Source: an optimization exercise on an open RTL-to-GDS flow (aim: small area, a short achievable clock period and few clock cycles per item). Production flows keep margins and buffers that such runs may drop.
RTL that was checked went through simulation tests only; none was proved equivalent to the original.
The RTL of runs 1 to 4 was laid out without a check of its function.

$ cat flow/design.v
module aes_sbox_d (
  input  wire [7:0] a,
  output reg  [3:0] di
);
  wire [3:0] d;
  assign d[0] = ((a[0] ^ a[3] ^ a[4] ^ a[6]) & (a[1] ^ a[2] ^ a[3] ^ a[5] ^ a[7]))
             ^ ((a[2] ^ a[5] ^ a[6]) & (a[4] ^ a[6]))
             ^ ((a[5]) & (a[6]))
             ^ ((a[3]) & (a[7]))
             ^ (a[0] ^ a[2] ^ a[5]);
  assign d[1] = ((a[0] ^ a[2] ^ a[6]) & (a[1] ^ a[4] ^ a[5] ^ a[6]))
             ^ ((a[2] ^ a[3] ^ a[5] ^ a[6]) & (a[4] ^ a[5]))
             ^ ((a[3]) & (a[5] ^ a[7]))
             ^ ((a[6]) & (a[7]))
             ^ (a[1] ^ a[2] ^ a[4] ^ a[6] ^ a[7]);
  assign d[2] = ((a[0] ^ a[6] ^ a[7]) & (a[2] ^ a[3]))
             ^ ((a[1] ^ a[5] ^ a[7]) & (a[3] ^ a[4] ^ a[5] ^ a[6] ^ a[7]))
             ^ ((a[4] ^ a[6]) & (a[5] ^ a[6]))
             ^ ((a[6]) & (a[7]))
             ^ (a[1] ^ a[2] ^ a[4] ^ a[6]);
  assign d[3] = ((a[1] ^ a[3] ^ a[4] ^ a[5] ^ a[6]) & (a[2] ^ a[3] ^ a[4] ^ a[5] ^ a[6] ^ a[7]))
             ^ ((a[0] ^ a[4] ^ a[6]) & (a[5] ^ a[7]))
             ^ ((a[4]) & (a[6] ^ a[7]))
             ^ ((a[3]) & (a[7]))
             ^ (a[3] ^ a[4] ^ a[5] ^ a[6]);
  always @(*) begin
    case (d)
      4'd0: di = 4'd0;
      4'd1: di = 4'd1;
      4'd2: di = 4'd9;
      4'd3: di = 4'd14;
      4'd4: di = 4'd13;
      4'd5: di = 4'd11;
      4'd6: di = 4'd7;
      4'd7: di = 4'd6;
      4'd8: di = 4'd15;
      4'd9: di = 4'd2;
      4'd10: di = 4'd12;
      4'd11: di = 4'd5;
      4'd12: di = 4'd10;
      4'd13: di = 4'd4;
      4'd14: di = 4'd3;
      4'd15: di = 4'd8;
      default: di = 4'd0;
    endcase
  end
endmodule
module aes_sbox_y (
  input  wire [7:0] a,
  input  wire [3:0] di,
  output wire [7:0] y
);
  wire [7:0] l0;
  assign l0[0] = a[0] ^ a[2] ^ a[3] ^ a[5];
  assign l0[1] = a[0] ^ a[2] ^ a[3] ^ a[6];
  assign l0[2] = a[0] ^ a[1] ^ a[2] ^ a[4];
  assign l0[3] = a[0] ^ a[1] ^ a[4] ^ a[6];
  assign l0[4] = a[0] ^ a[2] ^ a[3] ^ a[4];
  assign l0[5] = a[5] ^ a[6] ^ a[7];
  assign l0[6] = a[2] ^ a[3] ^ a[4] ^ a[5] ^ a[6];
  assign l0[7] = a[1] ^ a[2] ^ a[7];
  wire [7:0] l1;
  assign l1[0] = a[0] ^ a[4] ^ a[7];
  assign l1[1] = a[1] ^ a[3] ^ a[5] ^ a[6];
  assign l1[2] = a[0] ^ a[2] ^ a[3] ^ a[4] ^ a[5] ^ a[6] ^ a[7];
  assign l1[3] = a[0] ^ a[2] ^ a[3] ^ a[5] ^ a[6] ^ a[7];
  assign l1[4] = a[2] ^ a[3] ^ a[5] ^ a[6] ^ a[7];
  assign l1[5] = a[0] ^ a[5] ^ a[7];
  assign l1[6] = a[1] ^ a[5] ^ a[7];
  assign l1[7] = a[0] ^ a[3] ^ a[4] ^ a[5];
  wire [7:0] l2;
  assign l2[0] = a[2] ^ a[6] ^ a[7];
  assign l2[1] = a[1] ^ a[3] ^ a[5] ^ a[6] ^ a[7];
  assign l2[2] = a[0] ^ a[2] ^ a[3] ^ a[6];
  assign l2[3] = a[1] ^ a[2] ^ a[5] ^ a[6];
  assign l2[4] = a[0] ^ a[1] ^ a[4] ^ a[6] ^ a[7];
  assign l2[5] = a[0] ^ a[3] ^ a[4] ^ a[5] ^ a[7];
  assign l2[6] = a[1] ^ a[4] ^ a[6] ^ a[7];
  assign l2[7] = a[0] ^ a[1] ^ a[2];
  wire [7:0] l3;
  assign l3[0] = a[1] ^ a[3] ^ a[6];
  assign l3[1] = a[4] ^ a[5] ^ a[7];
  assign l3[2] = a[1] ^ a[3] ^ a[5] ^ a[6];
  assign l3[3] = a[3] ^ a[4] ^ a[7];
  assign l3[4] = a[0] ^ a[1] ^ a[2] ^ a[4] ^ a[5] ^ a[7];
  assign l3[5] = a[0] ^ a[2] ^ a[3] ^ a[4] ^ a[6];
  assign l3[6] = a[1];
  assign l3[7] = a[1] ^ a[2] ^ a[4] ^ a[6] ^ a[7];
  assign y = ({8{di[0]}} & l0) ^ ({8{di[1]}} & l1) ^ ({8{di[2]}} & l2) ^ ({8{di[3]}} & l3) ^ 8'h63;
endmodule
module rxp_ctr_de (
  input  wire         clk,
  input  wire         rst_n,
  input  wire         in_valid,
  output wire         in_ready,
  input  wire         in_first,
  input  wire [127:0] in_key,
  input  wire [127:0] in_iv,
  input  wire [127:0] in_data,
  output reg          out_valid,
  output reg  [127:0] out_data
);
  reg         va, vb;      
  reg  [3:0]  ra, rb;      
  reg         rdy;         
  reg         rdy_o;       
  reg [127:0] key_r;       
  reg [127:0] ctr_n;       
  reg [127:0] x;           
  reg [127:0] ka;          
  reg [127:0] ya;          
  reg  [63:0] yd;          
  reg [127:0] kp;          
  reg  [31:0] kw;          
  reg  [15:0] kd;          
  reg [127:0] d0, d1;      
  assign in_ready = rdy_o;
  wire accept = in_valid && rdy_o;
  wire [127:0] blk_key = in_first ? in_key : key_r;
  wire [127:0] blk_ctr = in_first ? in_iv  : ctr_n;
  function [7:0] xtime;
    input [7:0] a;
    xtime = {a[6:0], 1'b0} ^ (a[7] ? 8'h1b : 8'h00);
  endfunction
  function [127:0] inc128;
    input [127:0] v;
    integer k;
    begin
      for (k = 0; k < 128; k = k + 1)
        inc128[k] = v[k] ^ (&(v | ~({128{1'b1}} >> (128 - k))));
    end
  endfunction
  wire [127:0] xk = x ^ ka;                   
  wire [63:0] xd;
  wire [15:0] kxd;
  wire [31:0] rot = {ka[23:0], ka[31:24]};    
  genvar i, c;
  generate
    for (i = 0; i < 16; i = i + 1) begin : g_da
      aes_sbox_d u_d (.a(xk[127 - 8*i -: 8]), .di(xd[63 - 4*i -: 4]));
    end
    for (i = 0; i < 4; i = i + 1) begin : g_dk
      aes_sbox_d u_d (.a(rot[31 - 8*i -: 8]), .di(kxd[15 - 4*i -: 4]));
    end
  endgenerate
  wire [7:0] sb [0:15];    
  wire [7:0] sr [0:15];    
  wire [7:0] mc [0:15];    
  generate
    for (i = 0; i < 16; i = i + 1) begin : g_yb
      aes_sbox_y u_y (.a(ya[127 - 8*i -: 8]), .di(yd[63 - 4*i -: 4]), .y(sb[i]));
    end
    for (c = 0; c < 4; c = c + 1) begin : g_shift
      assign sr[4*c + 0] = sb[4*((c + 0) % 4) + 0];
      assign sr[4*c + 1] = sb[4*((c + 1) % 4) + 1];
      assign sr[4*c + 2] = sb[4*((c + 2) % 4) + 2];
      assign sr[4*c + 3] = sb[4*((c + 3) % 4) + 3];
    end
    for (c = 0; c < 4; c = c + 1) begin : g_mix
      wire [7:0] a0 = sr[4*c + 0];
      wire [7:0] a1 = sr[4*c + 1];
      wire [7:0] a2 = sr[4*c + 2];
      wire [7:0] a3 = sr[4*c + 3];
      assign mc[4*c + 0] = xtime(a0) ^ (xtime(a1) ^ a1) ^ a2 ^ a3;
      assign mc[4*c + 1] = a0 ^ xtime(a1) ^ (xtime(a2) ^ a2) ^ a3;
      assign mc[4*c + 2] = a0 ^ a1 ^ xtime(a2) ^ (xtime(a3) ^ a3);
      assign mc[4*c + 3] = (xtime(a0) ^ a0) ^ a1 ^ a2 ^ xtime(a3);
    end
  endgenerate
  wire [127:0] sr_vec, mc_vec;
  generate
    for (i = 0; i < 16; i = i + 1) begin : g_pack
      assign sr_vec[127 - 8*i -: 8] = sr[i];
      assign mc_vec[127 - 8*i -: 8] = mc[i];
    end
  endgenerate
  reg [7:0] rcon;
  always @(*) begin
    case (rb)
      4'd1:    rcon = 8'h01;
      4'd2:    rcon = 8'h02;
      4'd3:    rcon = 8'h04;
      4'd4:    rcon = 8'h08;
      4'd5:    rcon = 8'h10;
      4'd6:    rcon = 8'h20;
      4'd7:    rcon = 8'h40;
      4'd8:    rcon = 8'h80;
      4'd9:    rcon = 8'h1b;
      default: rcon = 8'h36;
    endcase
  end
  wire [31:0] krot = {kw[23:0], kw[31:24]};
  wire [31:0] sub;
  generate
    for (i = 0; i < 4; i = i + 1) begin : g_yk
      aes_sbox_y u_y (.a(krot[31 - 8*i -: 8]), .di(kd[15 - 4*i -: 4]), .y(sub[31 - 8*i -: 8]));
    end
  endgenerate
  wire [31:0] t  = sub ^ {rcon, 24'h000000};
  wire [127:0] next_rk = kp ^ {t, t, t, t};
  wire last = vb && (rb == 4'd10);
  always @(posedge clk) begin
    ya <= xk;
    yd <= xd;
    kp <= {ka[127:96], ka[127:96] ^ ka[95:64], ka[127:96] ^ ka[95:64] ^ ka[63:32],
           ka[127:96] ^ ka[95:64] ^ ka[63:32] ^ ka[31:0]};
    kw <= ka[31:0];
    kd <= kxd;
    x  <= rdy ? blk_ctr : mc_vec;
    ka <= rdy ? blk_key : next_rk;
    d0 <= rdy ? in_data : d1;
    d1 <= d0;
    out_data <= sr_vec ^ next_rk ^ d1;
  end
  always @(posedge clk) begin
    if (accept && in_first)
      key_r <= in_key;
    if (accept) begin
      ctr_n <= in_first ? inc128(in_iv) : inc128(ctr_n);
    end
  end
  always @(posedge clk) begin
    if (!rst_n) begin
      va        <= 1'b0;
      vb        <= 1'b0;
      rdy       <= 1'b1;
      rdy_o     <= 1'b0;
      out_valid <= 1'b0;
    end else begin
      vb        <= va;
      va        <= accept || (vb && !last);
      rdy       <= !va || (ra == 4'd10);
      rdy_o     <= !va || (ra == 4'd10);
      out_valid <= last;
    end
  end
  always @(posedge clk) begin
    rb <= ra;
    ra <= rdy ? 4'd1 : rb + 4'd1;
  end
endmodule
$ cat flow/run.sh
#!/bin/bash
# synth_recipe.tcl (not shown) runs the flow's synth.tcl, then flattens the netlist and writes it again
# the make line also repeats each setting of config.mk as NAME=value (left out here)
make -C /OpenROAD-flow-scripts/flow DESIGN_CONFIG=/design/flow/config.mk WORK_HOME=/design/flow/orfs CLKGATE_MAP_FILE= SYNTH_SCRIPT=/design/flow/synth_recipe.tcl finish
$ cat flow/config.mk
export PLATFORM = sky130hd
export DESIGN_NAME = rxp_ctr_de
export DESIGN_NICKNAME = rxp_ctr_de
export VERILOG_FILES = /design/flow/design.v
export SDC_FILE = /design/flow/constraint.sdc
export NUM_CORES = 4
export LEC_CHECK = 0
export CAP_MARGIN = 20
export CORE_MARGIN = 2
export CORE_UTILIZATION = 35
export GPL_TIMING_DRIVEN = 0
export PLACE_DENSITY = 0.45
export SETUP_SLACK_MARGIN = 2.7
export SLEW_MARGIN = 20
$ cat flow/constraint.sdc
create_clock -name core_clock -period 6.0 [get_ports {clk}]
set_input_delay 1.2000 -clock core_clock [delete_from_list [all_inputs] [get_ports {clk}]]
set_output_delay 1.2000 -clock core_clock [all_outputs]
set_load 0.01 [all_outputs]
==> summary.md, run 1 <==
| Metric | Value |
|---|---|
| Kind of critical path | reg -> reg |
| Pre-antenna DRT Iters | 6 |
| CP Max Fanout | 10 |
| CTS tree | done |
| Post-synthesis area per instance | 9.74 um^2 |
| RePlAce Congestion | 0.953 |
| DRC | 0 |
| Worst Clk Skew | 0.0336 ns |
| Rel. slew slack | 11.4% |
| Hold Violations, Final | 0 |
| Starting Density | 35.2% |
| Fin. max-slew vios | 0 |
| Crit path capture type | register |
| Layout area overhead | 30.8% |
| Finished Cell Area | 111000 um^2 |
| Post-synth EDFFs | 256 |
| Main synth FF type | dfxtp_1 |
| # nets final | 10400 |
| HP Class | reg -> reg |
| Die Span X | 496 um |
| Distinct cells, synth | 84 |
| Placed Area | 95500 um^2 |
| Largest net degree at the start of global routing | 47 |
| WP data required | 6.74 ns |
| Clock Path Buffers | 3 |
| Critical path launch point type | register |
| Layout cells sized above 1 | 21.0% |
| Antenna violations before repair | 96 |
| Worst EP arrival | 4.08 ns |
| ANT nets after route | 0 |
| DP HPWL | 279 mm |
| Crit-path cells | clkbuf_2, clkbuf_4, clkbuf_2, buf_16, clkbuf_4, clkbuf_1, nand2_1, o21ai_0 |
| Slowest CP cell | clkbuf_1 |
| Die area | 246000 um^2 |
| Count of final setup violators | 0 |
| Slowest stage delay, CP | 0.60 ns |
| IO buf count | 515 |
| Worst-path clk slew | 0.07 ns |
| Final core occ | 46.1% |
| # IOs | 518 |
| Gr usage total | 28.0% |
| Total gr overflow | 0 |
| Number of clock sinks | 1285 |
| Root buffer cell | clkbuf_16 |
| Core ar. | 241000 um^2 |
| Vias/cell | 5.09 |
| First-pass GRT wire length | 488 mm |
| Mapped Area | 84700 um^2 |
| Routed len/inst | 27.0 um |
| Final wirelength | 354 mm |
| Drt first-iter violations | 5544 |
| Cells after synthesis | 8696 |
| Hold buffers post-CTS | 0 |
| Fmax | 300 MHz |
| Synthesized Nets | 9284 |
| # H-tree levels | 4 |
| Vias | 66900 |
| Chip Height | 496 um |
| TritonCTS Buffers | 160 |
| Reg2Reg Setup Slack | 2.66 ns |
| Synth Warn # | 2 |
| FP Rows | 180 |
| Sequential share of the synthesized area | 33.4% |
| Async SR Flop Fraction | 0% |
| Max-Cap Viols | 0 |
| RSZ-0062 raised after global routing | true |
| Status | complete, no violations |
| Measured slew at the worst slew-check pin | 1.33 ns |
| Final worst-path cycle share | 55.6% |
| Vias in the first global route | 64400 |
| Clk Latency, worst-skew pair | 0.84 ns |
| Fin crit period | 3.34 ns |
| FF+latch count, synth | 1285 |
[worst max-delay path: cells and delay by family (launching register included)]
kind | cells | cell delay (ns)
simple gates | 1 | 0.25
compound gates | 1 | 0.13
buf+inv | 6 | 2.51
flops | 1 | 0.31
[synthesized netlist by cell type (all sizes together) (15+ instances only)]
master	n	area [um^2]
and3	51	320
or3	20	125
inv	254	953
a22oi	38	285
nor2	478	1790
nand2b	36	225
nor4	19	131
and4	18	158
maj3	22	223
o22ai	42	263
or2	20	125
nand3	146	731
mux2i	372	3720
edfxtp	256	7690
xnor2	1902	16900
nand4	51	319
xor3	36	856
buf	86	387
a21oi	328	1640
and2	40	250
clkinv	18	67.6
nor2b	37	231
clkbuf	328	1230
o211ai	32	240
xnor3	187	4210
o21ai	319	1600
a31oi	35	219
nand2	757	2840
mux2	263	2970
nor3	111	561
a221oi	19	190
ha	200	2500
dfxtp	1029	20600
nor3b	19	143
a211oi	68	515
mux4	15	338
xor2	871	7650
[metrics by stage]
stage	setup TNS, ns	worst slack (ns)	instances	hold WS [ns]
2_1_floorplan	0	2.50	8696	0.310
3_3_place_gp	-0.0155	-0.0155	12400	0.310
3_5_place_dp	0	1.00	12400	0.312
4_1_cts	0	2.65	12900	0.321
5_1_grt	0	2.61	13100	0.328
6_report	0	2.66	13100	0.321
[cell usage in the layout, fill, tap and decap left out, types with 37 or more instances in the layout]
cell	synthesis	routed
xnor2_1	1880	1485
dfxtp_1	1029	1001
nand2_1	757	749
xor2_1	868	705
nor2_1	478	468
clkdlybuf4s50_1	0	427
mux2i_1	372	366
buf_4	0	332
a21oi_1	328	315
o21ai_0	319	302
xnor2_2	18	278
mux2_2	262	262
edfxtp_1	256	256
inv_1	252	248
ha_1	200	198
clkbuf_2	0	176
clkbuf_16	0	170
clkbuf_1	328	165
xnor2_4	4	139
nand3_1	146	137
xnor3_1	187	135
xor2_2	3	99
nor3_1	110	94
xor2_4	0	67
a211oi_1	67	65
buf_2	51	61
diode_2	0	54
nand4_1	51	51
xnor3_2	0	50
and3_1	50	45
o22ai_1	42	41
and2_1	39	37
[layer usage]
metal  vias to the layer above  GRT usage (%)  wire, um
li1                      31300              -         -
met1                     32800           38.3    157000
met4                        32           14.3     19800
met3                       570           4.64     22100
met2                      2198           42.5    155000
met5                         -              0       201
[logic make-up (layout without fill, tap and decap cells)]
group | count (synthesis) | in the layout | share of synthesized area [%]
compound gates | 1036 | 1036 | 7.45
mux | 650 | 650 | 8.30
xor+xnor | 2996 | 2996 | 34.9
fa+ha+maj | 222 | 222 | 3.22
simple gates | 1821 | 1821 | 9.57
buf+inv | 686 | 1897 | 3.12
other cells | 0 | 54 | 0
flops | 1285 | 1285 | 33.4
[sequential cells by signal (all words and copies together), names as in the netlist, 4 cells and up]
signal	count
ctr_n	128
d0	128
d1	128
ka	128
kd	16
key_r	128
kp	128
kw	32
out_data	128
ra	4
rb	4
rcon	8
x	128
ya	128
yd	64
[path summary, 6_finish.rpt]
| path | depth (start not counted) | to | startpoint |
|---|---|---|---|
| setup / recovery | 8 | x[77]$_DFF_P_ | rdy$_SDFF_PN1_ |
| hold / removal | 0 | d1[49]$_DFF_P_ | d0[49]$_DFF_P_ |
| setup reg to reg | 8 | x[77]$_DFF_P_ | rdy$_SDFF_PN1_ |
| hold reg to reg | 0 | d1[49]$_DFF_P_ | d0[49]$_DFF_P_ |
[what timing repair did]
| item | CTS | global route |
|---|---|---|
| cloned | 0 | 0 |
| gates resized for setup | 947 | 469 |
| setup endpoints to repair | 636 | 299 |
| buffers inserted | 179 | 169 |
| pin swaps | 132 | 134 |
[final cells by class]
type	instances	area, um^2
repair buffers	913	8680
inverters	272	1050
fillers	22800	130000
plain buffers	414	2080
diodes	54	135
well taps	3185	3990
clock inverters	78	851
flip-flops and latches	1285	28300
clock buffers	220	4630
multi-input cells	6725	61000
==> inputs of run 2 (changes only) <==
--- a/flow/config.mk
+++ b/flow/config.mk
@@ -8,7 +8,6 @@
 export CAP_MARGIN = 20
 export CORE_MARGIN = 2
 export CORE_UTILIZATION = 35
-export GPL_TIMING_DRIVEN = 0
 export PLACE_DENSITY = 0.45
-export SETUP_SLACK_MARGIN = 2.7
+export SETUP_SLACK_MARGIN = 2.4
 export SLEW_MARGIN = 20
==> run 2 against run 1 <==
- routed wire length is 11% lower
- maximum frequency is 6.4% lower
- clock skew is 0.028 ns higher
- first-iteration DRC count is 4.6% lower
- synthesized cell count stayed put
- still clean on timing, DRC and antenna
- critical path depth is 3 higher
- sequential share of layout area is 2.1 points higher
- critical endpoint is now ctr_n[126]$_DFFE_PP_
==> summary.md, run 2 <==
| Metric | Value |
|---|---|
| Finished Cell Area | 103000 um^2 |
| RePlAce Congestion | 0.910 |
| Post-synthesis area per instance | 9.74 um^2 |
| Root buffer cell | clkbuf_16 |
| Clk Latency, worst-skew pair | 0.85 ns |
| DRC | 0 |
| Grt peak-use layer | met2 |
| Kind of critical path | in -> reg |
| Hold Violations, Final | 0 |
| Post-synthesis simple-gate area fraction | 9.57% |
| Number of clock sinks | 1285 |
| Cells after synthesis | 8696 |
| RSZ-0062 raised after global routing | true |
| Most frequent cells in the layout | xnor2_1, dfxtp_1, xor2_1 |
| Final wirelength | 316 mm |
| Clock Path Buffers | 3 |
| # nets final | 9755 |
| TritonCTS Buffers | 155 |
| Routed len/inst | 25.3 um |
| Mux contribution to synthesized area | 8.30% |
| Sequential share of the synthesized area | 33.4% |
| Post-Synth XOR/XNOR Area | 34.9% |
| Hold path cells | 0 |
| Status | complete, no violations |
| Fmax | 281 MHz |
| Combined flip-flop and latch cell area | 28400 um^2 |
| FF+latch count, synth | 1285 |
| FP Rows | 180 |
| Async SR Flop Fraction | 0% |
| Total gr overflow | 0 |
| Drt first-iter violations | 5291 |
| Crit path capture type | register |
| Top post-synthesis cells by area | dfxtp_1, xnor2_1, edfxtp_1, xor2_1, xnor3_1 |
| ANT nets after route | 0 |
| Starting Density | 35.2% |
| Fill cell count | 23200 |
| Top cells by count, synth | xnor2_1, dfxtp_1, xor2_1, nand2_1, nor2_1 |
| Max-Cap Viols | 0 |
| Critical path launch point type | input port |
| Most instantiated library cell after synthesis | xnor2_1 |
| Synth Warn # | 2 |
| Placed Area | 93900 um^2 |
| Rel. slew slack | 12.7% |
| Measured slew at the worst slew-check pin | 1.30 ns |
| Worst EP arrival | 4.15 ns |
| Synth area leader | dfxtp_1 |
| IO buf count | 517 |
| Final worst-path cycle share | 59.4% |
| CTS tree | done |
| Main synth FF type | dfxtp_1 |
| HP Class | reg -> reg |
| Layout area overhead | 21.1% |
| WP data required | 6.58 ns |
| Chip Height | 496 um |
| Setup TNS | 0 ns |
| Grt met2 use | 38.2% |
| Worst Clk Skew | 0.0616 ns |
| Distinct cells, synth | 84 |
| Met1 Use GR | 35.0% |
| Hold buffers post-CTS | 0 |
| CP Max Fanout | 5 |
| Vias | 63000 |
| Fin crit period | 3.56 ns |
| # IOs | 518 |
| Worst-path clk slew | 0.06 ns |
| Slowest stage delay, CP | 0.58 ns |
| Mapped Area | 84700 um^2 |
| Layout cells sized above 1 | 13.0% |
| Pre-antenna DRT Iters | 5 |
| Vias/cell | 5.04 |
| Die area | 246000 um^2 |
| Count of final setup violators | 0 |
| Die Span X | 496 um |
| Most common cell after layout, fill and taps aside | xnor2_1 |
| Core ar. | 241000 um^2 |
| Main combinational cell family by area after synthesis | XOR/XNOR gates |
| Gr usage total | 25.0% |
| Slowest CP cell | or4_4 |
| # H-tree levels | 4 |
| Fin. max-slew vios | 0 |
| Post-Synth Adder-Cell Area | 3.22% |
| Crit-path cells | dlygate4sd2_1, nand2_1, nor3_2, nand4_1, or4_4, nor4_4, buf_4, and3_4, nand3_1, xnor2_1, mux2_2 |
| First-pass GRT wire length | 445 mm |
| Post-synth EDFFs | 256 |
| Met3 usage | 3.84% |
| Synthesized Nets | 9284 |
| Vias in the first global route | 60800 |
| DP HPWL | 251 mm |
| FF-to-FF path depth | 9 |
| Yosys top cell area share | 24.3% |
| Compound-Gate Fraction of Synth Area | 7.45% |
| Largest net degree at the start of global routing | 111 |
| Antenna violations before repair | 62 |
| Multi-input combinational cell area | 56700 um^2 |
run 2: cell counts after synthesis:
No cell type changed its count.
run 2: final timing paths:
kind | end | from | slack, ns
worst min-delay path | d1[4]$_DFF_P_ | d0[4]$_DFF_P_ | 0.32
worst min register to register | d1[4]$_DFF_P_ | d0[4]$_DFF_P_ | 0.32
worst max-delay path | ctr_n[126]$_DFFE_PP_ | in_iv[41] | 2.44
worst max register to register | x[3]$_DFF_P_ | ya[32]$_DFF_P_ | 2.47
run 2: worst max-delay path: cells and delay by family:
family / cells / cell delay [ns]
XOR/XNOR: 1 / 0.13
buffers and inverters: 2 / 0.64
multiplexers: 1 / 0.26
AND/OR/NAND/NOR: 7 / 1.91
run 2: layout make-up:
type | instances | area share (%)
flip-flops and latches | 1285 | 27.7
diodes | 28 | 0.0683
well taps | 3185 | 3.89
clock buffers | 225 | 4.45
clock inverters | 63 | 0.810
multi-input cells | 6725 | 55.3
inverters | 272 | 1.01
repair buffers | 728 | 6.76
run 2: routing by layer:
| metal | up-vias | share of wire, % |
|---|---|---|
| li1 | 30000 | - |
| met1 | 30700 | 46 |
| met2 | 1881 | 44 |
| met3 | 448 | 5.7 |
| met4 | 14 | 4.3 |
| met5 | - | 0.030 |
run 2: repair_timing:
item	in CTS	in global routing
buffers inserted	14	35
gates resized for setup	230	224
pin swaps	14	23
endpoints found under the setup margin	247	209
run 2: metrics by stage:
stage / hold slack [ns] / utilization, % / setup WS, ns / std cells
4_1_cts: 0.316 / 41.9 / 2.34 / 12400
2_1_floorplan: 0.310 / - / 2.23 / 8696
3_5_place_dp: 0.312 / 39.0 / 0.893 / 12100
6_report: 0.316 / 42.6 / 2.44 / 12500
3_3_place_gp: 0.310 / 39.0 / 0.852 / 12100
5_1_grt: 0.318 / 42.6 / 2.32 / 12500
run 2: logic make-up (layout without fill, tap and decap cells):
family	Yosys count	after routing
xor gates and xnor gates	2996	2996
other	0	28
AOI/OAI and AO/OA	1036	1036
DFF	1285	1285
buffers and inverters	686	1288
and+or+nand+nor	1821	1821
muxes	650	650
adders and majority gates	222	222
==> inputs of run 3 (changes only) <==
--- a/flow/design.v
+++ b/flow/design.v
@@ -110,8 +110,7 @@
   reg [127:0] ka;          
   reg [127:0] ya;          
   reg  [63:0] yd;          
-  reg [127:0] kp;          
-  reg  [31:0] kw;          
+  reg [127:0] kb;          
   reg  [15:0] kd;          
   reg [127:0] d0, d1;      
   assign in_ready = rdy_o;
@@ -189,7 +188,11 @@
       default: rcon = 8'h36;
     endcase
   end
-  wire [31:0] krot = {kw[23:0], kw[31:24]};
+  wire [31:0] w0 = kb[127:96];
+  wire [31:0] w1 = kb[95:64];
+  wire [31:0] w2 = kb[63:32];
+  wire [31:0] w3 = kb[31:0];
+  wire [31:0] krot = {w3[23:0], w3[31:24]};
   wire [31:0] sub;
   generate
     for (i = 0; i < 4; i = i + 1) begin : g_yk
@@ -197,14 +200,16 @@
     end
   endgenerate
   wire [31:0] t  = sub ^ {rcon, 24'h000000};
-  wire [127:0] next_rk = kp ^ {t, t, t, t};
+  wire [31:0] n0 = t ^ w0;
+  wire [31:0] n1 = t ^ (w0 ^ w1);
+  wire [31:0] n2 = t ^ (w0 ^ w1 ^ w2);
+  wire [31:0] n3 = t ^ (w0 ^ w1 ^ w2 ^ w3);
+  wire [127:0] next_rk = {n0, n1, n2, n3};
   wire last = vb && (rb == 4'd10);
   always @(posedge clk) begin
     ya <= xk;
     yd <= xd;
-    kp <= {ka[127:96], ka[127:96] ^ ka[95:64], ka[127:96] ^ ka[95:64] ^ ka[63:32],
-           ka[127:96] ^ ka[95:64] ^ ka[63:32] ^ ka[31:0]};
-    kw <= ka[31:0];
+    kb <= ka;
     kd <= kxd;
     x  <= rdy ? blk_ctr : mc_vec;
     ka <= rdy ? blk_key : next_rk;
@@ -216,7 +221,7 @@
     if (accept && in_first)
       key_r <= in_key;
     if (accept) begin
-      ctr_n <= in_first ? inc128(in_iv) : inc128(ctr_n);
+      ctr_n <= inc128(blk_ctr);
     end
   end
   always @(posedge clk) begin
--- a/flow/config.mk
+++ b/flow/config.mk
@@ -9,5 +9,5 @@
 export CORE_MARGIN = 2
 export CORE_UTILIZATION = 35
 export PLACE_DENSITY = 0.45
-export SETUP_SLACK_MARGIN = 2.4
+export SETUP_SLACK_MARGIN = 3.0
 export SLEW_MARGIN = 20
==> run 3 against run 2 <==
- non-clock buffer count increased by 947
- core utilization increased by 7.7 points
- routed wire length increased by 1.4%
- maximum frequency decreased by 14%
- cell area increased by 11%
- clock-buffer cell count decreased by 11
- still clean
- global-route usage increased by 1.4 points
- die area decreased by 5.6%
==> summary.md, run 3 <==
| Metric | Value |
|---|---|
| Layout area overhead | 43.0% |
| Hold path cells | 0 |
| Slowest stage delay, CP | 0.65 ns |
| Vias/cell | 5.00 |
| Reg2Reg Setup Slack | 2.16 ns |
| Root buffer cell | clkbuf_16 |
| WP data required | 6.56 ns |
| Fmax | 243 MHz |
| Routed len/inst | 25.6 um |
| RR Startpoint | ctr_n[7]$_DFFE_PP_ |
| Post-synth EDFFs | 256 |
| Post-synthesis area per instance | 10.1 um^2 |
| Worst EP arrival | 4.68 ns |
| # IOs | 518 |
| RePlAce Congestion | 0.905 |
| Mapped Area | 79900 um^2 |
| Crit path capture type | register |
| DP HPWL | 233 mm |
| Antenna violations before repair | 25 |
| Vias in the first global route | 60000 |
| First-pass GRT wire length | 440 mm |
| # nets final | 9968 |
| Final wirelength | 320 mm |
| Max-Cap Viols | 0 |
| HP Class | reg -> reg |
| Combined flip-flop and latch cell area | 28300 um^2 |
| Top cells by count, synth | xnor2_1, dfxtp_1, nand2_1, xor2_1, nor2_1 |
| CP dominant cell by count | or4_4 |
| Most instantiated library cell after synthesis | xnor2_1 |
| Synth Warn # | 2 |
| Fin. max-slew vios | 0 |
| Clk Latency, worst-skew pair | 0.84 ns |
| Starting Density | 35.2% |
| Layout cells sized above 1 | 31.9% |
| Drt first-iter violations | 4618 |
| HP Start | d0[76]$_DFF_P_ |
| Fill cell count | 20300 |
| Vias | 62700 |
| R2r endpoint | ctr_n[7]$_DFFE_PP_ |
| Hold buffers post-CTS | 0 |
| Setup TNS | 0 ns |
| Async SR Flop Fraction | 0% |
| Worst-path clk slew | 0.06 ns |
| Number of clock sinks | 1253 |
| Status | complete, no violations |
| Final hold slack | 0.318 ns |
| FF+latch count, synth | 1253 |
| Clock Path Buffers | 3 |
| CP Max Fanout | 10 |
| Worst Clk Skew | 0.0433 ns |
| Die Span X | 482 um |
| Chip Height | 482 um |
| DRC | 0 |
| Pre-antenna DRT Iters | 6 |
| Cells after synthesis | 7941 |
| RSZ-0062 raised after global routing | true |
| Multi-input combinational cell area | 59900 um^2 |
| Most common cell after layout, fill and taps aside | xnor2_1 |
| Critical path launch point type | input port |
| ANT nets after route | 0 |
| Most frequent cells in the layout | xnor2_1, buf_4, dfxtp_1 |
| Core ar. | 227000 um^2 |
| Synth area leader | dfxtp_1 |
| Hold EP | d1[76]$_DFF_P_ |
| Final worst-path cycle share | 68.7% |
| FF-to-FF path depth | 27 |
| Die area | 232000 um^2 |
| IO buf count | 517 |
| Yosys top cell area share | 25.0% |
| Kind of critical path | in -> reg |
| Synthesized Nets | 8522 |
| Main synth FF type | dfxtp_1 |
| Total gr overflow | 0 |
| Count of final setup violators | 0 |
| CTS tree | done |
| Sequential share of the synthesized area | 34.6% |
| Crit-path cells | buf_16, buf_6, buf_12, buf_16, mux2i_1, buf_4, or4_4, or4_4, or4_4, nand3b_4, or3_4, nor4_4, xnor2_1 |
| Rel. slew slack | 20.4% |
| FP Rows | 175 |
| Measured slew at the worst slew-check pin | 1.19 ns |
| Top post-synthesis cells by area | dfxtp_1, xnor2_1, edfxtp_1, xor2_1, xnor3_1 |
| Largest net degree at the start of global routing | 135 |
| Slowest CP cell | or4_4 |
| Gr usage total | 26.4% |
| Distinct cells, synth | 89 |
| TritonCTS Buffers | 155 |
| # H-tree levels | 4 |
| Hold Violations, Final | 0 |
| Fin crit period | 4.12 ns |
## run 3: changes by cell type in the layout (fill, tap and decap cells not counted), moves of 86 or more
cell     delta
buf_4     +679
xnor2_1   -368
xor2_1    -358
dfxtp_1   -212
buf_6     +165
xnor2_2   +150
dfxtp_4   +142
xnor2_4   +131
nand2_1   -112
o21ai_0   -112
xnor3_2    +86
## run 3: cell families after synthesis
kind of cell    share of synthesized area [%]
compound gates                           7.36
flops                                    34.6
simple gates                             8.63
xor+xnor                                 34.8
buf+inv                                  3.11
fa+ha+maj                                3.36
mux                                      8.17
## run 3: worst max path at each step
stage / cells after the start / end / slack (ns) / from
2_1_floorplan: 26 / ctr_n[48]$_DFFE_PP_ / -0.08 / in_first
3_3_place_gp: 10 / ctr_n[125]$_DFFE_PP_ / 0.43 / in_iv[4]
3_5_place_dp: 10 / ctr_n[125]$_DFFE_PP_ / 0.38 / in_iv[4]
4_1_cts: 11 / ctr_n[125]$_DFFE_PP_ / 1.84 / in_first
5_1_grt: 13 / ctr_n[94]$_DFFE_PP_ / 1.87 / in_first
6_report: 13 / ctr_n[102]$_DFFE_PP_ / 1.88 / in_first
## run 3: final cells by class
class,count,share of cell area [%]
inverters,254,0.876
multi-input cells,6048,52.4
repair buffers,1675,14.0
well taps,3009,3.30
clock inverters,76,0.646
clock buffers,214,3.97
diodes,9,0.0197
flip-flops and latches,1253,24.8
## run 3: per-stage QoR
step | cells | setup WS [ns] | area (um^2) | util (%)
2_1_floorplan | 7941 | -0.0842 | 80200 | -
3_3_place_gp | 11300 | 0.428 | 89000 | 39.2
6_report | 12500 | 1.88 | 114000 | 50.3
4_1_cts | 12000 | 1.84 | 106000 | 46.6
5_1_grt | 12500 | 1.87 | 114000 | 50.3
3_5_place_dp | 11300 | 0.380 | 89100 | 39.2
## run 3: critical path: cells and delay by family
kind	cells	cell delay [ns]
XOR/XNOR	1	0.10
AND/OR/NAND/NOR	6	2.52
multiplexers	1	0.15
buffers and inverters	5	0.66
## run 3: routing by layer
metal,global-route usage [%],part of all wire (%),vias to the layer above
met5,0,0.037,-
met2,41.0,45,1927
li1,-,-,29400
met4,8.22,3.4,14
met3,4.65,6.2,385
met1,37.0,45,31000
## run 3: repair_timing
item	in CTS	in global routing
endpoints found under the hold margin	0	0
buffers inserted	436	522
pin swaps	265	408
setup endpoints to repair	555	492
gates cloned	12	3
gates resized for setup	1433	721
==> inputs of run 4 (changes only) <==
--- a/flow/config.mk
+++ b/flow/config.mk
@@ -9,5 +9,5 @@
 export CORE_MARGIN = 2
 export CORE_UTILIZATION = 35
 export PLACE_DENSITY = 0.45
-export SETUP_SLACK_MARGIN = 3.0
+export SETUP_SLACK_MARGIN = 2.7
 export SLEW_MARGIN = 20
==> run 4 against run 3 <==
- global-route usage fell by 1.0 points
- flip-flop and latch count did not move
- via count fell by 5.1%
- synthesized area did not move
- clock-buffer cell count did not move
- critical path type unchanged
==> summary.md, run 4 <==
| Metric | Value |
|---|---|
| FF+latch count, synth | 1253 |
| Hold Violations, Final | 0 |
| Measured slew at the worst slew-check pin | 1.17 ns |
| Final worst-path cycle share | 73.3% |
| Post-synthesis area per instance | 10.1 um^2 |
| DRC | 0 |
| Drt first-iter violations | 4791 |
| Root buffer cell | clkbuf_16 |
| RePlAce Congestion | 0.919 |
| Gr usage total | 25.4% |
| Max-Cap Viols | 0 |
| Die area | 232000 um^2 |
| Number of clock sinks | 1253 |
| CP dominant cell by count | buf_6 |
| Yosys top cell area share | 25.0% |
| Status | complete, no violations |
| ANT nets after route | 0 |
| Vias | 59500 |
| Starting Density | 35.2% |
| Sequential share of the synthesized area | 34.6% |
| Chip Height | 482 um |
| Hold buffers post-CTS | 0 |
| Vias/cell | 5.02 |
| Placed Area | 89000 um^2 |
| TritonCTS Buffers | 152 |
| Worst Clk Skew | 0.0304 ns |
| Clk Latency, worst-skew pair | 0.82 ns |
| Pre-CTS setup slack | 0.350 ns |
| Placed Cells | 11300 |
| FF-to-FF path depth | 18 |
| DP HPWL | 233 mm |
| Slowest stage delay, CP | 0.60 ns |
| Clock Path Buffers | 3 |
| Top post-synthesis cells by area | dfxtp_1, xnor2_1, edfxtp_1, xor2_1, xnor3_1 |
| CTS tree | done |
| Vias in the first global route | 57400 |
| Kind of critical path | in -> reg |
| Most common cell after layout, fill and taps aside | xnor2_1 |
| Largest net degree at the start of global routing | 89 |
| CP Max Fanout | 4 |
| Setup TNS | 0 ns |
| Top cells by count, synth | xnor2_1, dfxtp_1, nand2_1, xor2_1, nor2_1 |
| Total gr overflow | 0 |
| Die Span X | 482 um |
| Final wirelength | 305 mm |
| Routed len/inst | 25.7 um |
| Hold path cells | 0 |
| WP data required | 6.55 ns |
| Most instantiated library cell after synthesis | xnor2_1 |
| # H-tree levels | 4 |
| Mapped Area | 79900 um^2 |
| Main synth FF type | dfxtp_1 |
| Fmax | 227 MHz |
| Crit-path cells | clkdlybuf4s50_1, and3_4, o21ai_4, or4b_4, buf_6, buf_6, buf_6, buf_6, buf_6, buf_6, buf_6, buf_6, nor3_4, buf_6, nand4_1, or2_4, or3_4, nor3_4, xnor2_1 |
| Fill cell count | 21400 |
| Synth area leader | dfxtp_1 |
| Critical path launch point type | input port |
| Setup WS post-layout | 1.60 ns |
| Core ar. | 227000 um^2 |
| Count of final setup violators | 0 |
| Synthesized Nets | 8522 |
| Fin crit period | 4.40 ns |
| RSZ-0062 raised after global routing | true |
| Worst-path clk slew | 0.06 ns |
| Antenna violations before repair | 22 |
| Synth Warn # | 2 |
| Distinct cells, synth | 89 |
| Layout area overhead | 29.0% |
| Most frequent cells in the layout | xnor2_1, dfxtp_1, nand2_1 |
| # IOs | 518 |
| # nets final | 9302 |
| Async SR Flop Fraction | 0% |
| HP Class | reg -> reg |
| Rel. slew slack | 21.7% |
| IO buf count | 517 |
| Cells after synthesis | 7941 |
| Layout cells sized above 1 | 20.6% |
| Finished Cell Area | 103000 um^2 |
| First-pass GRT wire length | 423 mm |
| Slowest CP cell | or4b_4 |
| Post-synth EDFFs | 256 |
| Pre-antenna DRT Iters | 5 |
| FP Rows | 175 |
| Layout Cells excl Fill | 11900 |
| Fin. max-slew vios | 0 |
| Worst EP arrival | 4.95 ns |
| Crit path capture type | register |
-- run 4: cell types whose count changed in the layout (fill, tap and decap cells not counted), moves of 79 or more --
cell     change
buf_4      -502
buf_6       -85
xor2_1      +79
xnor2_2     -91
dfxtp_4    -100
xnor2_4    -103
dfxtp_1     +91
xnor2_1    +193
-- run 4: layout make-up --
type / instances / area (um^2) / area share (%)
tap: 3009 / 3760 / 3.65
clock inverter: 70 / 727 / 0.705
antenna: 6 / 15.0 / 0.0146
clock buffer: 214 / 4330 / 4.21
sequential: 1253 / 27900 / 27.1
timing repair buffer: 1014 / 9760 / 9.48
inverter: 254 / 977 / 0.948
multi-input combinational: 6046 / 55500 / 53.9
-- run 4: worst max-delay path: cells and delay by family --
kind                      cells  cell delay (ns)
AOI/OAI and AO/OA             1             0.11
xor gates and xnor gates      1             0.08
buffers and inverters        10             1.51
and+or+nand+nor               7             2.03
-- run 4: metal layers --
| layer | part of all wire [%] | vias to the layer above | global-route usage (%) |
|---|---|---|---|
| li1 | - | 28100 | - |
| met1 | 47 | 29300 | 36.2 |
| met2 | 45 | 1790 | 39.9 |
| met3 | 6.1 | 289 | 4.20 |
| met4 | 2.5 | 2 | 5.57 |
| met5 | 0.0023 | - | 0 |
-- run 4: timing repair --
action	CTS	global route
pin swaps	80	129
cloned	4	1
buffers inserted	128	188
endpoints found under the setup margin	469	305
resized for setup	739	401
-- run 4: final timing paths --
check                                        start                    to  slack (ns)
worst max-delay path                      in_iv[3]  ctr_n[113]$_DFFE_PP_        1.60
worst min-delay path                d0[63]$_DFF_P_        d1[63]$_DFF_P_        0.31
worst max register to register  ctr_n[4]$_DFFE_PP_  ctr_n[113]$_DFFE_PP_        1.91
worst min register to register      d0[63]$_DFF_P_        d1[63]$_DFF_P_        0.31
-- run 4: logic make-up after synthesis --
kind of cell               synth area share [%]
adders and majority gates                  3.36
and+or+nand+nor                            8.63
muxes                                      8.17
buffers and inverters                      3.11
DFF                                        34.6
xor gates and xnor gates                   34.8
AOI/OAI and AO/OA                          7.36
-- run 4: per-stage QoR --
stage | hold WS [ns] | util [%]
6_report | 0.313 | 45.4
3_3_place_gp | 0.310 | 39.2
2_1_floorplan | 0.310 | -
5_1_grt | 0.319 | 45.4
3_5_place_dp | 0.312 | 39.2
4_1_cts | 0.312 | 43.8
==> inputs of run 5 (changes only) <==
--- a/flow/design.v
+++ b/flow/design.v
@@ -105,7 +105,7 @@
   reg         rdy;         
   reg         rdy_o;       
   reg [127:0] key_r;       
-  reg [127:0] ctr_n;       
+  reg [127:0] ctr_r;       
   reg [127:0] x;           
   reg [127:0] ka;          
   reg [127:0] ya;          
@@ -115,12 +115,6 @@
   reg [127:0] d0, d1;      
   assign in_ready = rdy_o;
   wire accept = in_valid && rdy_o;
-  wire [127:0] blk_key = in_first ? in_key : key_r;
-  wire [127:0] blk_ctr = in_first ? in_iv  : ctr_n;
-  function [7:0] xtime;
-    input [7:0] a;
-    xtime = {a[6:0], 1'b0} ^ (a[7] ? 8'h1b : 8'h00);
-  endfunction
   function [127:0] inc128;
     input [127:0] v;
     integer k;
@@ -128,6 +122,12 @@
       for (k = 0; k < 128; k = k + 1)
         inc128[k] = v[k] ^ (&(v | ~({128{1'b1}} >> (128 - k))));
     end
+  endfunction
+  wire [127:0] blk_key = in_first ? in_key : key_r;
+  wire [127:0] blk_ctr = in_first ? in_iv  : inc128(ctr_r);
+  function [7:0] xtime;
+    input [7:0] a;
+    xtime = {a[6:0], 1'b0} ^ (a[7] ? 8'h1b : 8'h00);
   endfunction
   wire [127:0] xk = x ^ ka;                   
   wire [63:0] xd;
@@ -221,7 +221,7 @@
     if (accept && in_first)
       key_r <= in_key;
     if (accept) begin
-      ctr_n <= inc128(blk_ctr);
+      ctr_r <= blk_ctr;
     end
   end
   always @(posedge clk) begin
==> run 5 against run 4 <==
- still clean on timing, DRC and antenna
- first-iteration DRC count shrank 7.9%
- sequential share of layout area increased by 0.70 points
- core utilization is 1.3 points lower
- register-to-register slack gained 0.80 ns
- global-route usage down 0.89 points
- routed wire length decreased by 4.0%
- maximum frequency grew 34%
- synthesized cell count rose by 1.6%
- synthesized area is essentially flat
- worst hold slack improved by 0.0030 ns
- via count decreased by 2.0%
- critical path type is now reg -> reg
- critical endpoint is now out_data[43]$_DFF_P_
- largest cell class unchanged
==> summary.md, run 5 <==
| Metric | Value |
|---|---|
| Rel. slew slack | 27.9% |
| Final wirelength | 292 mm |
| Total gr overflow | 0 |
| CP Max Fanout | 10 |
| R2r endpoint | out_data[43]$_DFF_P_ |
| Worst Clk Skew | 0.0368 ns |
| Most frequent cells in the layout | xnor2_1, dfxtp_1, nand2_1 |
| Drt first-iter violations | 4413 |
| First-pass GRT wire length | 412 mm |
| Vias | 58300 |
| Kind of critical path | reg -> reg |
| Slowest stage delay, CP | 0.74 ns |
| Synthesized Nets | 8647 |
| Worst EP arrival | 3.91 ns |
| TritonCTS Buffers | 154 |
| Vias/cell | 4.95 |
| Die area | 232000 um^2 |
| Slowest CP cell | xnor2_1 |
| Sequential share of the synthesized area | 34.6% |
| ANT nets after route | 0 |
| Most common cell after layout, fill and taps aside | xnor2_1 |
| Hold Violations, Final | 0 |
| Antenna violations before repair | 10 |
| Largest net degree at the start of global routing | 136 |
| Most instantiated library cell after synthesis | xnor2_1 |
| Hold EP | d1[104]$_DFF_P_ |
| RR Startpoint | ya[104]$_DFF_P_ |
| Hold path cells | 0 |
| Yosys top cell area share | 25.0% |
| Mapped Area | 79900 um^2 |
| Max-Cap Viols | 0 |
| DRC | 0 |
| Chip Height | 482 um |
| Status | complete, no violations |
| Pre-antenna DRT Iters | 5 |
| Critical path launch point type | register |
| Top post-synthesis cells by area | dfxtp_1, xnor2_1, edfxtp_1, xor2_1, xnor3_1 |
| Fin. max-slew vios | 0 |
| Fmax | 304 MHz |
| Worst-path clk slew | 0.06 ns |
| Final worst-path cycle share | 54.8% |
| RSZ-0062 raised after global routing | true |
| Synth area leader | dfxtp_1 |
| Synth Warn # | 2 |
| Root buffer cell | clkbuf_16 |
| Async SR Flop Fraction | 0% |
| WP data required | 6.63 ns |
| Crit-path cells | xnor2_4, xor2_1, nand2_1, xnor3_1, xor2_2, xor2_2, xnor2_1 |
| Post-synth EDFFs | 256 |
| HP Class | reg -> reg |
| Gr usage total | 24.5% |
| Die Span X | 482 um |
| Cells after synthesis | 8066 |
| Post-synthesis area per instance | 9.91 um^2 |
| Core ar. | 227000 um^2 |
| Measured slew at the worst slew-check pin | 1.08 ns |
| Clk Latency, worst-skew pair | 0.82 ns |
| Vias in the first global route | 56900 |
| CTS tree | done |
| Distinct cells, synth | 92 |
| Crit path capture type | register |
| Fin crit period | 3.29 ns |
| FF+latch count, synth | 1253 |
| Worst Path Buf+Inv | 0 |
| Hold buffers post-CTS | 0 |
| Clock Path Buffers | 3 |
| FF-to-FF path depth | 7 |
| Setup TNS | 0 ns |
| # IOs | 518 |
| Starting Density | 35.2% |
| RePlAce Congestion | 0.899 |
| Layout area overhead | 25.4% |
| IO buf count | 517 |
| # H-tree levels | 4 |
| FP Rows | 175 |
| Top cells by count, synth | xnor2_1, dfxtp_1, nand2_1, xor2_1, nor2_1 |
| DP HPWL | 227 mm |
| CP top delay family | XOR/XNOR gates |
| Main synth FF type | dfxtp_1 |
| Routed len/inst | 24.8 um |
| # nets final | 9231 |
| Reg2Reg Setup Slack | 2.71 ns |
| Number of clock sinks | 1253 |
| Fill cell count | 21700 |
| HP Start | d0[104]$_DFF_P_ |
| Layout cells sized above 1 | 17.5% |
| Count of final setup violators | 0 |
| CP dominant cell by count | xor2_2 |
-- run 5: cell count changes after synthesis, moves of 52 or more --
cell and change:
mux2i_1 -137, xnor2_2 +75, nand2_1 +147, o21ai_1 +107, xor2_1 +52, buf_2 +123
xnor2_1 -80, clkbuf_1 -98
-- run 5: cell type report --
| cell class | count | area (um^2) | share of cell area (%) |
|---|---|---|---|
| flip-flops and latches | 1253 | 27900 | 27.8 |
| inverters | 271 | 1050 | 1.04 |
| clock inverters | 69 | 897 | 0.895 |
| repair buffers | 821 | 7740 | 7.73 |
| diodes | 4 | 10.0 | 0.00999 |
| well taps | 3009 | 3760 | 3.76 |
| multi-input cells | 6149 | 54400 | 54.3 |
| clock buffers | 214 | 4500 | 4.49 |
-- run 5: worst max path at each step --
stage	slack, ns	startpoint	to	depth (start not counted)
after global routing	2.61	ya[62]$_DFF_P_	x[41]$_DFF_P_	10
after CTS	2.61	ya[57]$_DFF_P_	x[41]$_DFF_P_	10
after detailed placement	0.77	kb[26]$_DFF_P_	out_data[4]$_DFF_P_	9
after global placement	0.20	kb[25]$_DFF_P_	out_data[4]$_DFF_P_	9
after floorplan	2.05	in_first	key_r[0]$_DFFE_PP_	5
final	2.71	ya[104]$_DFF_P_	out_data[43]$_DFF_P_	7
-- run 5: logic make-up after synthesis --
group,share of synthesized area [%]
AO/OA/AOI/OAI,7.39
AND/OR/NAND/NOR,9.22
flip-flops,34.6
adder cells (fa/ha/maj),3.42
multiplexers,6.60
XOR/XNOR,35.4
buffers and inverters,3.37
-- run 5: timing repair --
action,CTS,global route
resized for setup,506,265
buffers inserted,88,119
endpoints found under the setup margin,441,244
pin swaps,63,69
hold endpoints to repair,0,0
-- run 5: metrics by stage --
stage | setup slack (ns) | utilization, % | cells | area (um^2) | hold WS, ns
after CTS | 2.61 | 43.0 | 11700 | 97600 | 0.317
after detailed placement | 0.766 | 38.8 | 11300 | 88200 | 0.312
after global placement | 0.201 | 38.8 | 11300 | 88100 | 0.310
after global routing | 2.61 | 44.1 | 11800 | 100000 | 0.328
after floorplan | 2.05 | - | 8066 | 80000 | 0.310
final | 2.71 | 44.1 | 11800 | 100000 | 0.316
-- run 5: routing by layer --
| metal | global-route usage (%) | part of all wire [%] | vias up |
|---|---|---|---|
| li1 | - | - | 27900 |
| met1 | 34.6 | 47 | 28600 |
| met2 | 38.3 | 45 | 1575 |
| met3 | 3.26 | 4.9 | 302 |
| met4 | 8.19 | 3.4 | 0 |
| met5 | 0 | 0 | - |
Testbench counts of run 5, summed over its fixed seeds: cycles 48,016, items 4,800.
==> inputs of run 6 (changes only) <==
--- a/flow/config.mk
+++ b/flow/config.mk
@@ -9,5 +9,5 @@
 export CORE_MARGIN = 2
 export CORE_UTILIZATION = 35
 export PLACE_DENSITY = 0.45
-export SETUP_SLACK_MARGIN = 2.7
+export SETUP_SLACK_MARGIN = 3.0
 export SLEW_MARGIN = 20
==> run 6 against run 5 <==
- critical path type unchanged
- worst hold slack improved by 0.00065 ns
- via count is 3.9% higher
- sequential share of layout area is 1.7 points lower
- flip-flop and latch count unchanged
- clock-buffer cell count is 5 higher
- routed wire length grew 3.4%
- synthesized area is the same
- cell area rose by 8.1%
- largest cell class unchanged
- die area is the same
==> summary.md, run 6 <==
| Metric | Value |
|---|---|
| Status | complete, no violations |
| CP top delay family | XOR/XNOR gates |
| Post-synth EDFFs | 256 |
| # nets final | 9684 |
| Top cells by count, synth | xnor2_1, dfxtp_1, nand2_1, xor2_1, nor2_1 |
| CP dominant cell by count | buf_4 |
| Chip Height | 482 um |
| Most frequent cells in the layout | xnor2_1, nand2_1, dfxtp_1 |
| Mapped Area | 79900 um^2 |
| WP data required | 6.67 ns |
| Kind of critical path | reg -> reg |
| Hold Violations, Final | 0 |
| Main synth FF type | dfxtp_1 |
| Starting Density | 35.2% |
| TritonCTS Buffers | 154 |
| CP endpoint | x[2]$_DFF_P_ |
| Grt peak-use layer | met2 |
| DRC | 0 |
| RR Startpoint | ya[72]$_DFF_P_ |
| Synthesized Nets | 8647 |
| Most instantiated library cell after synthesis | xnor2_1 |
| FF-to-FF path depth | 11 |
| Die area | 232000 um^2 |
| Met3 usage | 2.90% |
| Rel. slew slack | 29.1% |
| Number of clock sinks | 1253 |
| Drt first-iter violations | 4482 |
| Pre-antenna DRT Iters | 6 |
| Root buffer cell | clkbuf_16 |
| CP Max Fanout | 6 |
| Sequential share of the synthesized area | 34.6% |
| Final core occ | 47.7% |
| # H-tree levels | 4 |
| Async SR Flop Fraction | 0% |
| RSZ-0062 raised after global routing | true |
| Fin crit period | 3.04 ns |
| Measured slew at the worst slew-check pin | 1.06 ns |
| Synth area leader | dfxtp_1 |
| ANT nets after route | 0 |
| Grt met2 use | 41.5% |
| Placed Cells | 11300 |
| Die Span X | 482 um |
| # IOs | 518 |
| Setup TNS | 0 ns |
| IO buf count | 517 |
| Stages on worst setup path | 11 |
| Max-Cap Viols | 0 |
| Crit-path cells | xnor3_2, buf_4, xnor3_1, nand2_1, nand3_1, o31a_1, xnor2_2, buf_4, xor2_4, xnor2_1, mux2_2 |
| Fin. max-slew vios | 0 |
| Met1 Use GR | 35.1% |
| Distinct cells, synth | 92 |
| Clk Latency, worst-skew pair | 0.83 ns |
| Core ar. | 227000 um^2 |
| Worst EP arrival | 3.71 ns |
| Layout cells sized above 1 | 26.6% |
| Worst Path Buf+Inv | 2 |
| Worst Clk Skew | 0.0388 ns |
| Routed len/inst | 24.7 um |
| Critical path launch point type | register |
| Antenna violations before repair | 19 |
| Top post-synthesis cells by area | dfxtp_1, xnor2_1, edfxtp_1, xor2_1, xnor3_1 |
| Final worst-path cycle share | 50.7% |
| Most common cell after layout, fill and taps aside | xnor2_1 |
| Worst-path clk slew | 0.06 ns |
| DP HPWL | 229 mm |
| Largest net degree at the start of global routing | 118 |
| Crit path from | ya[72]$_DFF_P_ |
| Vias/cell | 4.95 |
| Post-synthesis area per instance | 9.91 um^2 |
| Total gr overflow | 0 |
| Pre-CTS setup slack | 0.635 ns |
| CTS tree | done |
| RePlAce Congestion | 0.892 |
| R2r endpoint | x[2]$_DFF_P_ |
| FF+latch count, synth | 1253 |
| Final wirelength | 302 mm |
| Fill cell count | 20900 |
| Slowest stage delay, CP | 0.49 ns |
| Vias in the first global route | 58800 |
| Layout area overhead | 35.5% |
| Gr usage total | 25.3% |
| Reg2Reg Setup Slack | 2.96 ns |
| HP Class | reg -> reg |
| FP Rows | 175 |
| First-pass GRT wire length | 426 mm |
| Slowest CP cell | dfxtp_2 |
| Cells after synthesis | 8066 |
| Clock Path Buffers | 3 |
| Vias | 60600 |
| Fmax | 328 MHz |
| Setup WS post-layout | 2.96 ns |
| Layout Cells excl Fill | 12200 |
| Synth Warn # | 2 |
| Count of final setup violators | 0 |
| Final hold slack | 0.317 ns |
| Crit path capture type | register |
| Yosys top cell area share | 25.0% |
run 6: cell counts after synthesis:
Identical to the previous run, type by type.
run 6: per-layer routing:
metal  vias to the layer above  wire, um
met5                         -        38
met4                         8      8960
met3                       331     14700
met2                      1587    141000
met1                     29900    137000
li1                      28800         -
run 6: worst min-delay path by stage:
stage	from	end	depth (start not counted)
after floorplan	d0[0]$_DFF_P_	d1[0]$_DFF_P_	0
after global placement	d0[40]$_DFF_P_	d1[40]$_DFF_P_	0
after detailed placement	d0[111]$_DFF_P_	d1[111]$_DFF_P_	0
after CTS	d0[17]$_DFF_P_	d1[17]$_DFF_P_	0
after global routing	d0[43]$_DFF_P_	d1[43]$_DFF_P_	0
final	d0[43]$_DFF_P_	d1[43]$_DFF_P_	0
run 6: layout make-up:
cell class	instances	area [um^2]	area share (%)
Tap cell	3009	3760	3.48
Clock buffer	219	4610	4.26
Sequential cell	1253	28300	26.1
Inverter	271	1070	0.985
Clock inverter	64	803	0.742
Timing Repair Buffer	1273	11700	10.8
Multi-Input combinational cell	6150	58000	53.6
Antenna cell	8	20.0	0.0185
run 6: timing repair:
| action | CTS | global route |
|---|---|---|
| hold buffers | 0 | 0 |
| pin swaps | 241 | 245 |
| buffers inserted | 370 | 285 |
| resized for setup | 1025 | 527 |
| gates cloned | 0 | 1 |
| endpoints found under the setup margin | 526 | 317 |
run 6: stage by stage:
| step | instance area [um^2] |
|---|---|
| floorplan | 80300 |
| global placement | 88300 |
| detailed placement | 88500 |
| CTS | 103000 |
| global route | 108000 |
| finish | 108000 |
run 6: cells by family after synthesis:
| logic type | share of synthesized area [%] |
|---|---|
| muxes | 6.60 |
| and+or+nand+nor | 9.22 |
| AOI/OAI and AO/OA | 7.39 |
| buffers and inverters | 3.37 |
| DFF | 34.6 |
| xor gates and xnor gates | 35.4 |
| adders and majority gates | 3.42 |
==> inputs of run 7 (changes only) <==
--- a/flow/config.mk
+++ b/flow/config.mk
@@ -11,3 +11,4 @@
 export PLACE_DENSITY = 0.45
 export SETUP_SLACK_MARGIN = 3.0
 export SLEW_MARGIN = 20
+export TNS_END_PERCENT = 0
==> run 7 against run 6 <==
- core utilization shrank 3.6 points
- non-clock buffer count fell by 471
- first-iteration DRC count is 14% lower
- flip-flop and latch count stayed put
- highest routed layer unchanged
- die area unchanged
- largest cell class unchanged
- synthesized area stayed put
- via count shrank 3.6%
- still clean on timing, DRC and antenna
==> summary.md, run 7 <==
| Metric | Value |
|---|---|
| Setup WS post-layout | 2.72 ns |
| Top post-synthesis cells by area | dfxtp_1, xnor2_1, edfxtp_1, xor2_1, xnor3_1 |
| Async SR Flop Fraction | 0% |
| Antenna violations before repair | 13 |
| Sequential share of the synthesized area | 34.6% |
| Worst EP arrival | 3.90 ns |
| Hold Violations, Final | 0 |
| Gr usage total | 24.5% |
| Pre-antenna DRT Iters | 6 |
| Finished Cell Area | 100000 um^2 |
| Rel. slew slack | 33.3% |
| Synth area leader | dfxtp_1 |
| Layout area overhead | 25.3% |
| RePlAce Congestion | 0.903 |
| RSZ-0062 raised after global routing | true |
| CTS tree | done |
| # IOs | 518 |
| Kind of critical path | reg -> reg |
| RR Startpoint | ya[57]$_DFF_P_ |
| Layout Cells excl Fill | 11800 |
| WP data required | 6.62 ns |
| Post-synth EDFFs | 256 |
| Fill cell count | 21600 |
| FF-to-FF path depth | 8 |
| Max-Cap Viols | 0 |
| Chip Height | 482 um |
| Largest net degree at the start of global routing | 134 |
| Vias | 58400 |
| R2r endpoint | out_data[57]$_DFF_P_ |
| Fin crit period | 3.28 ns |
| Met3 usage | 3.06% |
| Combined flip-flop and latch cell area | 27900 um^2 |
| First-pass GRT wire length | 414 mm |
| Mux contribution to synthesized area | 6.60% |
| Worst-path clk slew | 0.07 ns |
| Mapped Area | 79900 um^2 |
| Main synth FF type | dfxtp_1 |
| Post-Synth Adder-Cell Area | 3.42% |
| CP endpoint | out_data[57]$_DFF_P_ |
| FP Rows | 175 |
| Crit path from | ya[57]$_DFF_P_ |
| Fin. max-slew vios | 0 |
| Measured slew at the worst slew-check pin | 0.994 ns |
| Critical path launch point type | register |
| Grt peak-use layer | met2 |
| Core ar. | 227000 um^2 |
| Most instantiated library cell after synthesis | xnor2_1 |
| Crit path capture type | register |
| Starting Density | 35.2% |
| Final wirelength | 292 mm |
| Synthesized Nets | 8647 |
| Vias in the first global route | 57400 |
| Fmax | 305 MHz |
| Distinct cells, synth | 92 |
| Most common cell after layout, fill and taps aside | xnor2_1 |
| Cells after synthesis | 8066 |
| Post-synthesis area per instance | 9.91 um^2 |
| Routed len/inst | 24.8 um |
| ANT nets after route | 0 |
| Count of final setup violators | 0 |
| Placed Cells | 11300 |
| # nets final | 9212 |
| Most frequent cells in the layout | xnor2_1, dfxtp_1, nand2_1 |
| Multi-input combinational cell area | 54400 um^2 |
| Synth Warn # | 2 |
| Drt first-iter violations | 3847 |
| Grt met2 use | 39.0% |
| Yosys top cell area share | 25.0% |
| Met1 Use GR | 34.6% |
| # H-tree levels | 4 |
| IO buf count | 517 |
| Total gr overflow | 0 |
| Hold path cells | 0 |
| Number of clock sinks | 1253 |
| Die area | 232000 um^2 |
| HP Class | reg -> reg |
| Clk Latency, worst-skew pair | 0.84 ns |
| Placed Area | 88200 um^2 |
| DRC | 0 |
| Worst Clk Skew | 0.0404 ns |
| Main combinational cell family by area after synthesis | XOR/XNOR gates |
| DP HPWL | 226 mm |
| Post-Synth XOR/XNOR Area | 35.4% |
| Reg2Reg Setup Slack | 2.72 ns |
| Final worst-path cycle share | 54.6% |
| Setup TNS | 0 ns |
| TritonCTS Buffers | 154 |
| Hold buffers post-CTS | 0 |
| Clock Path Buffers | 3 |
| Final hold slack | 0.319 ns |
| Root buffer cell | clkbuf_16 |
| Layout cells sized above 1 | 17.3% |
| Die Span X | 482 um |
| Top cells by count, synth | xnor2_1, dfxtp_1, nand2_1, xor2_1, nor2_1 |
| Pre-CTS setup slack | 0.827 ns |
| FF+latch count, synth | 1253 |
| Vias/cell | 4.96 |
| CP Max Fanout | 10 |
| Compound-Gate Fraction of Synth Area | 7.39% |
| Post-synthesis simple-gate area fraction | 9.22% |
| Status | complete, no violations |
[run 7: cell count changes in the layout (fill, tap and decap cells not counted), sizes merged]
cell / change
clkinv: +14
dlymetal6s2s: -1
clkdlybuf4s50: +34
diode: -6
bufinv: +3
buf: -471
clkinvlp: +1
clkbuf: -8
or2: -1
inv: -6
dlygate4sd2: -33
[run 7: worst min path at each step]
stage                         start         endpoint
floorplan             d0[0]$_DFF_P_    d1[0]$_DFF_P_
global placement     d0[55]$_DFF_P_   d1[55]$_DFF_P_
detailed placement  d0[104]$_DFF_P_  d1[104]$_DFF_P_
CTS                  d0[22]$_DFF_P_   d1[22]$_DFF_P_
global route         d0[22]$_DFF_P_   d1[22]$_DFF_P_
finish               d0[40]$_DFF_P_   d1[40]$_DFF_P_
[run 7: metrics by stage]
step	utilization, %
after floorplan	-
after global placement	38.7
after detailed placement	38.8
after CTS	43.4
after global routing	44.0
final	44.0
[run 7: worst max-delay path, cell delays in order, from the launching register on]
cell and delay [ns]:
dfxtp_1 0.65, xnor3_1 0.58, xnor2_1 0.22, nand2_1 0.10, xnor2_1 0.28, xnor2_2 0.12
buf_12 0.15, xnor2_1 0.66, xnor2_2 0.31
[run 7: area by class of cell]
type | count | share of cell area [%]
Sequential cell | 1253 | 27.9
Inverter | 271 | 1.05
Timing Repair Buffer | 802 | 7.66
Clock inverter | 76 | 0.907
Multi-Input combinational cell | 6149 | 54.4
Tap cell | 3009 | 3.76
Clock buffer | 211 | 4.39
Antenna cell | 2 | 0.00500
[run 7: kinds of logic (layout without fill, tap and decap cells)]
family / count (synthesis) / after routing
xor gates and xnor gates: 2772 / 2772
and+or+nand+nor: 1682 / 1682
DFF: 1253 / 1253
AOI/OAI and AO/OA: 985 / 985
buffers and inverters: 664 / 1360
muxes: 485 / 485
adders and majority gates: 225 / 225
other: 0 / 2
[run 7: timing repair]
action	CTS	global route
buffers inserted	124	62
resized for setup	629	147
gates cloned	0	0
endpoints found under the setup margin	519	437
pin swaps	78	39
[run 7: metal layers]
metal | routed length (um) | share of wire [%]
met4 | 9030 | 3.1
met2 | 132000 | 45
met3 | 14500 | 5.0
met5 | 55 | 0.019
met1 | 135000 | 46

[afterwards: timing with drivers on the ports]
Ports are ideal in the flow. The routed layouts listed here were re-timed in OpenROAD.
Step 1 assumes that a clkbuf_16 drives the clock port and a buf_2 every other input.
Step 2 moves the port delays by t, midway between the first and last clock arrival at a register: inputs arrive t later, outputs are due t later. That takes back most of the time a late clock gives input paths.
Three values: ideal ports, drivers, drivers and shift; two values: the first two.
| run | t (ns) | slack for setup (ns) | worst setup path after step 2 | pins driven straight from the clock port |
|---|---|---|---|---|
| run 1 | 0.920 | 2.664 / 2.632 / 1.712 | input to register | 1 |
| run 2 | 0.921 | 2.437 / 2.435 / 1.514 | input to register | 1 |
| run 3 | 0.916 | 1.880 / 1.717 / 0.801 | input to register | 1 |
| run 4 | 0.897 | 1.599 / 1.420 / 0.523 | input to register | 1 |
| run 5 | 0.892 | 2.714 / 2.681 / 2.271 | input to register | 1 |
| run 6 | 0.905 | 2.955 / 2.955 / 2.203 | input to register | 1 |
| run 7 | 0.911 | 2.722 / 2.722 / 2.180 | input to register | 1 |
After both steps setup and hold are still met in every run listed. The setup slack of run 3, which loses most, moves by -0.163 ns with the drivers and by -1.079 ns with both steps.
